From an optimization exercise on the open Yosys and OpenROAD flow, aimed at small area, a short achievable clock period and few clock cycles; shortcuts taken in it are not production practice.
The RTL was checked by simulation tests, not by an equivalence proof against the original design.

==> module frm_pack, before the edit <==
module frm_pack (
    input  wire        clk,
    input  wire        rst,
    input  wire        start,
    input  wire [7:0]  ft,
    input  wire [7:0]  sub,
    input  wire [15:0] cmd,          
    input  wire [7:0]  dlen,
    input  wire [11:0] plen,         
    output wire        idle,
    input  wire        pi_valid,
    output wire        pi_ready,
    input  wire [3:0]  pi_count,
    input  wire [63:0] pi_data,      
    output wire        fo_valid,
    input  wire        fo_ready,
    output wire [28:0] fo_id,
    output wire [3:0]  fo_len,
    output wire [63:0] fo_data,      
    output wire        done,
    output wire [7:0]  status,
    output wire [7:0]  subcode
);
    localparam [7:0]  HOST_ID  = 8'h08;
    localparam [11:0] MAX_PLEN = 12'd2034;    
    localparam [15:0] HDR_INIT = 16'h427B;
    reg         act;         
    reg         idle_r;
    reg         done_r;      
    reg         lastf;       
    reg         refused;
    reg         pok;         
    reg         fv;          
    reg  [7:0]  op_sub;
    reg         op_multi;
    reg  [7:0]  fcnt;        
    reg  [63:0] F;
    reg  [3:0]  f;
    reg  [63:0] R;
    reg  [3:0]  r;
    reg  [2:0]  rp;
    reg  [11:0] rem;         
    reg  [1:0]  tc;          
    reg  [15:0] crc;
    reg  [2:0]  cm;          
    assign done     = done_r | (lastf & fo_ready);
    assign idle     = idle_r | (lastf & fo_ready);
    assign pi_ready = pok & ((r == 4'd0) | ((rp == 3'd4) & ((f == 4'd0) | (fv & fo_ready))));
    assign fo_valid = fv;
    assign fo_id    = {HOST_ID, op_sub, op_multi, fcnt, 4'hF};
    assign fo_len   = f;
    assign fo_data  = F;
    assign status   = {8{refused}};
    assign subcode  = {6'd0, refused, refused};
    wire        take    = pi_valid & pi_ready;
    wire        begin_op = start & idle;
    wire [15:0] crc_fix;
    crc16_corr u_corr (.c(crc), .m(cm), .o(crc_fix));
    reg  [63:0] mask;
    integer j;
    always @(*) begin
        for (j = 0; j < 8; j = j + 1)
            mask[63 - 8 * j -: 8] = {8{pi_count > j}};
    end
    wire        hsel = ~pok;
    wire [15:0] f8_c = hsel ? HDR_INIT : crc;
    wire [63:0] f8_d = hsel ? {24'd0, ft, sub, cmd, dlen} : (pi_data & mask);
    wire [15:0] f8_o;
    crc16_f8 u_f8 (.c(f8_c), .d(f8_d), .o(f8_o));
    wire        send    = fv & fo_ready;
    wire        rem_last = (rem[11:4] == 8'd0) & (rem[3:0] == pi_count);
    wire        last    = lastf & fo_ready;
    wire        free    = send | (f == 4'd0);
    wire        mv      = free & (rp == 3'd4) & (r != 4'd0);    
    wire [3:0]  f_base  = free ? (mv ? r : 4'd0) : f;
    wire [3:0]  r_base  = mv ? 4'd0 : r;
    wire        fcount  = pi_count[3] | rem_last;                
    wire        fast    = take & fcount & (r_base == 4'd0) & (f_base == 4'd4);
    wire        rload   = take & ~fast;
    wire        ins_r   = (r_base != 4'd0) & ~f_base[3];
    wire        tail    = act & (rem == 12'd0) & (r_base == 4'd0)
                          & (tc != 2'd0) & ~f_base[3];
    wire        ins0    = ins_r | tail;
    wire        ins1    = tail & tc[1] & (f_base != 4'd7);
    wire [7:0]  r_byte  = R[63 - 8 * rp -: 8];
    wire [7:0]  h0      = tail ? (tc[1] ? crc_fix[15:8] : crc_fix[7:0]) : r_byte;
    wire [7:0]  h1      = crc_fix[7:0];
    wire [3:0]  cin4    = (pi_count > 4'd4) ? 4'd4 : pi_count;
    reg  [63:0] F_n;
    always @(*) begin
        for (j = 0; j < 8; j = j + 1) begin
            if (ins0 && f_base == j)
                F_n[63 - 8 * j -: 8] = h0;
            else if (ins1 && f_base == j - 1)
                F_n[63 - 8 * j -: 8] = h1;
            else if (fast && j >= 4)
                F_n[63 - 8 * j -: 8] = pi_data[63 - 8 * (j - 4) -: 8];
            else if (mv && j < 4)
                F_n[63 - 8 * j -: 8] = R[31 - 8 * j -: 8];
            else
                F_n[63 - 8 * j -: 8] = F[63 - 8 * j -: 8];
        end
    end
    wire [3:0]  f_n   = f_base + (fast ? cin4 : 4'd0) + {3'd0, ins0} + {3'd0, ins1};
    wire [1:0]  tc_n  = tail ? (tc - {1'b0, ins0} - {1'b0, ins1}) : tc;
    wire [11:0] rem_n = take ? (rem - {8'd0, pi_count}) : rem;
    wire        fv_n  = act & ~last & (f_n[3] | ((tc_n == 2'd0) & (f_n != 4'd0)));
    wire [12:0] nm1   = {1'b0, plen} + 13'd5;       
    always @(posedge clk) begin
        F <= F_n;
        if (rst) begin
            act     <= 1'b0;
            idle_r  <= 1'b1;
            done_r  <= 1'b0;
            lastf   <= 1'b0;
            pok     <= 1'b0;
            fv      <= 1'b0;
        end else begin
            done_r <= 1'b0;
            if (begin_op) begin
                refused <= (plen > MAX_PLEN);
                done_r  <= (plen > MAX_PLEN);
                act     <= (plen <= MAX_PLEN);
                idle_r  <= (plen > MAX_PLEN);
                pok     <= (plen != 12'd0) & (plen <= MAX_PLEN);
                lastf   <= 1'b0;
                op_sub   <= sub;
                op_multi <= (plen >= 12'd3);
                fcnt     <= nm1[10:3];
                R[31:0]  <= {ft, cmd, dlen};
                rp       <= 3'd4;
                r        <= 4'd4;
                f        <= 4'd0;
                rem      <= plen;
                tc       <= 2'd2;
                crc      <= f8_o;
                cm       <= 3'd0;
                fv       <= 1'b0;
            end else begin
                if (last) begin
                    act    <= 1'b0;
                    idle_r <= 1'b1;
                end
                if (send)
                    fcnt <= fcnt - 8'd1;
                lastf <= fv_n & (send ? (fcnt == 8'd1) : (fcnt == 8'd0));
                f   <= f_n;
                tc  <= tc_n;
                rem <= rem_n;
                fv  <= fv_n;
                if (take)
                    R <= pi_data;
                if (fast) begin
                    r  <= (pi_count > 4'd4) ? pi_count - 4'd4 : 4'd0;
                    rp <= 3'd4;
                end else if (rload) begin
                    r  <= pi_count;
                    rp <= 3'd0;
                end else if (ins_r) begin
                    r  <= r_base - 4'd1;
                    rp <= rp + 3'd1;
                end else begin
                    r  <= r_base;
                end
                if (take) begin
                    crc <= f8_o;
                    cm  <= 3'd0 - pi_count[2:0];
                end else begin
                    crc <= crc_fix;
                    cm  <= 3'd0;
                end
                pok <= act & ~last & (take ? (~rem_last & pi_count[3]) : (rem != 12'd0));
            end
        end
    end
endmodule
make LEC_CHECK=0 CAP_MARGIN=20 CORE_MARGIN=2 CORE_UTILIZATION=40 PLACE_DENSITY=0.6 SETUP_SLACK_MARGIN=5 SLEW_MARGIN=20 finish   # period 10.0 ns
run.sh (not shown) runs the stock make flow with config.mk's settings and CLKGATE_MAP_FILE= SYNTH_SCRIPT=/design/flow/synth_recipe.tcl, a recipe that flattens the netlist after the stock synthesis.
Testbench counts at the start, summed over its fixed seeds: cycles 13,075.
Rerun with:
--- a/flow/design.v
+++ b/flow/design.v
@@ -98,13 +98,14 @@
     localparam [15:0] HDR_INIT = 16'h427B;
     reg         act;         
     reg         idle_r;
     reg         done_r;      
     reg         lastf;       
     reg         refused;
-    reg         pok;         
+    reg         pa;          
+    reg         pb;          
     reg         fv;          
     reg  [7:0]  op_sub;
     reg         op_multi;
     reg  [7:0]  fcnt;        
     reg  [63:0] F;
     reg  [3:0]  f;
@@ -114,13 +115,13 @@
     reg  [11:0] rem;         
     reg  [1:0]  tc;          
     reg  [15:0] crc;
     reg  [2:0]  cm;          
     assign done     = done_r | (lastf & fo_ready);
     assign idle     = idle_r | (lastf & fo_ready);
-    assign pi_ready = pok & ((r == 4'd0) | ((rp == 3'd4) & ((f == 4'd0) | (fv & fo_ready))));
+    assign pi_ready = pa | (pb & fo_ready);
     assign fo_valid = fv;
     assign fo_id    = {HOST_ID, op_sub, op_multi, fcnt, 4'hF};
     assign fo_len   = f;
     assign fo_data  = F;
     assign status   = {8{refused}};
     assign subcode  = {6'd0, refused, refused};
@@ -131,13 +132,13 @@
     reg  [63:0] mask;
     integer j;
     always @(*) begin
         for (j = 0; j < 8; j = j + 1)
             mask[63 - 8 * j -: 8] = {8{pi_count > j}};
     end
-    wire        hsel = ~pok;
+    wire        hsel = ~(pa | pb);
     wire [15:0] f8_c = hsel ? HDR_INIT : crc;
     wire [63:0] f8_d = hsel ? {24'd0, ft, sub, cmd, dlen} : (pi_data & mask);
     wire [15:0] f8_o;
     crc16_f8 u_f8 (.c(f8_c), .d(f8_d), .o(f8_o));
     wire        send    = fv & fo_ready;
     wire        rem_last = (rem[11:4] == 8'd0) & (rem[3:0] == pi_count);
@@ -174,30 +175,36 @@
         end
     end
     wire [3:0]  f_n   = f_base + (fast ? cin4 : 4'd0) + {3'd0, ins0} + {3'd0, ins1};
     wire [1:0]  tc_n  = tail ? (tc - {1'b0, ins0} - {1'b0, ins1}) : tc;
     wire [11:0] rem_n = take ? (rem - {8'd0, pi_count}) : rem;
     wire        fv_n  = act & ~last & (f_n[3] | ((tc_n == 2'd0) & (f_n != 4'd0)));
+    wire [3:0]  r_n   = fast ? ((pi_count > 4'd4) ? pi_count - 4'd4 : 4'd0)
+                      : rload ? pi_count : ins_r ? r_base - 4'd1 : r_base;
+    wire [2:0]  rp_n  = take ? (fast ? 3'd4 : 3'd0) : ins_r ? rp + 3'd1 : rp;
+    wire        base_n = act & ~last & (take ? (~rem_last & pi_count[3]) : (rem != 12'd0));
     wire [12:0] nm1   = {1'b0, plen} + 13'd5;       
     always @(posedge clk) begin
         F <= F_n;
         if (rst) begin
             act     <= 1'b0;
             idle_r  <= 1'b1;
             done_r  <= 1'b0;
             lastf   <= 1'b0;
-            pok     <= 1'b0;
+            pa      <= 1'b0;
+            pb      <= 1'b0;
             fv      <= 1'b0;
         end else begin
             done_r <= 1'b0;
             if (begin_op) begin
                 refused <= (plen > MAX_PLEN);
                 done_r  <= (plen > MAX_PLEN);
                 act     <= (plen <= MAX_PLEN);
                 idle_r  <= (plen > MAX_PLEN);
-                pok     <= (plen != 12'd0) & (plen <= MAX_PLEN);
+                pa      <= (plen != 12'd0) & (plen <= MAX_PLEN);
+                pb      <= 1'b0;
                 lastf   <= 1'b0;
                 op_sub   <= sub;
                 op_multi <= (plen >= 12'd3);
                 fcnt     <= nm1[10:3];
                 R[31:0]  <= {ft, cmd, dlen};
                 rp       <= 3'd4;
@@ -238,11 +245,12 @@
                     crc <= f8_o;
                     cm  <= 3'd0 - pi_count[2:0];
                 end else begin
                     crc <= crc_fix;
                     cm  <= 3'd0;
                 end
-                pok <= act & ~last & (take ? (~rem_last & pi_count[3]) : (rem != 12'd0));
+                pa <= base_n & ((r_n == 4'd0) | ((f_n == 4'd0) & (rp_n == 3'd4)));
+                pb <= base_n & fv_n & (rp_n == 3'd4);
             end
         end
     end
 endmodule
After rerunning:
- via count went up by 8.0%
- wire length came out higher by 4.1%
- fmax falls by 0.86%
- final area came out higher by 5.9%
- utilization grows by 0.34 points
- non-clock buffer count is higher by 37
- cell count climbs by 5.1%
- synthesized cell count went up by 4.8%
- setup slack degrades by 44 ps
- sequential share of layout area goes down by 1.5 points
- area after synthesis went up by 4.5%
- register-to-register slack degrades by 80 ps
Testbench counts after the change, summed over its fixed seeds: cycles 13,075.

[what the ideal ports hide]
How much do the figures lean on ideal ports? The routed layouts below were timed once more, with nothing changed but the port constraints.
Step 1, drivers: a clkbuf_16 drives clk and a buf_2 each remaining input, both assumed.
Step 2 moves the port delays by t, midway between the first and last clock arrival at a register: inputs arrive t later, outputs are due t later. That takes back most of the time a late clock gives input paths.
a / b / c = ideal / step 1 / step 2; a / b = the first two.
run | t (ns) | setup slack, ns | worst setup path at the end | slew at the worst register clock pin (ns)
the first run | 0.520 | 4.935 / 4.951 / 4.431 | input to register | 0.08 / 0.08
the second run | 0.520 | 4.891 / 4.880 / 4.361 | input to register | 0.08 / 0.08
After both steps setup and hold are still met in every run listed. For the second run, which loses most, drivers alone change the setup slack by -0.011 ns; drivers and shift together by -0.530 ns.
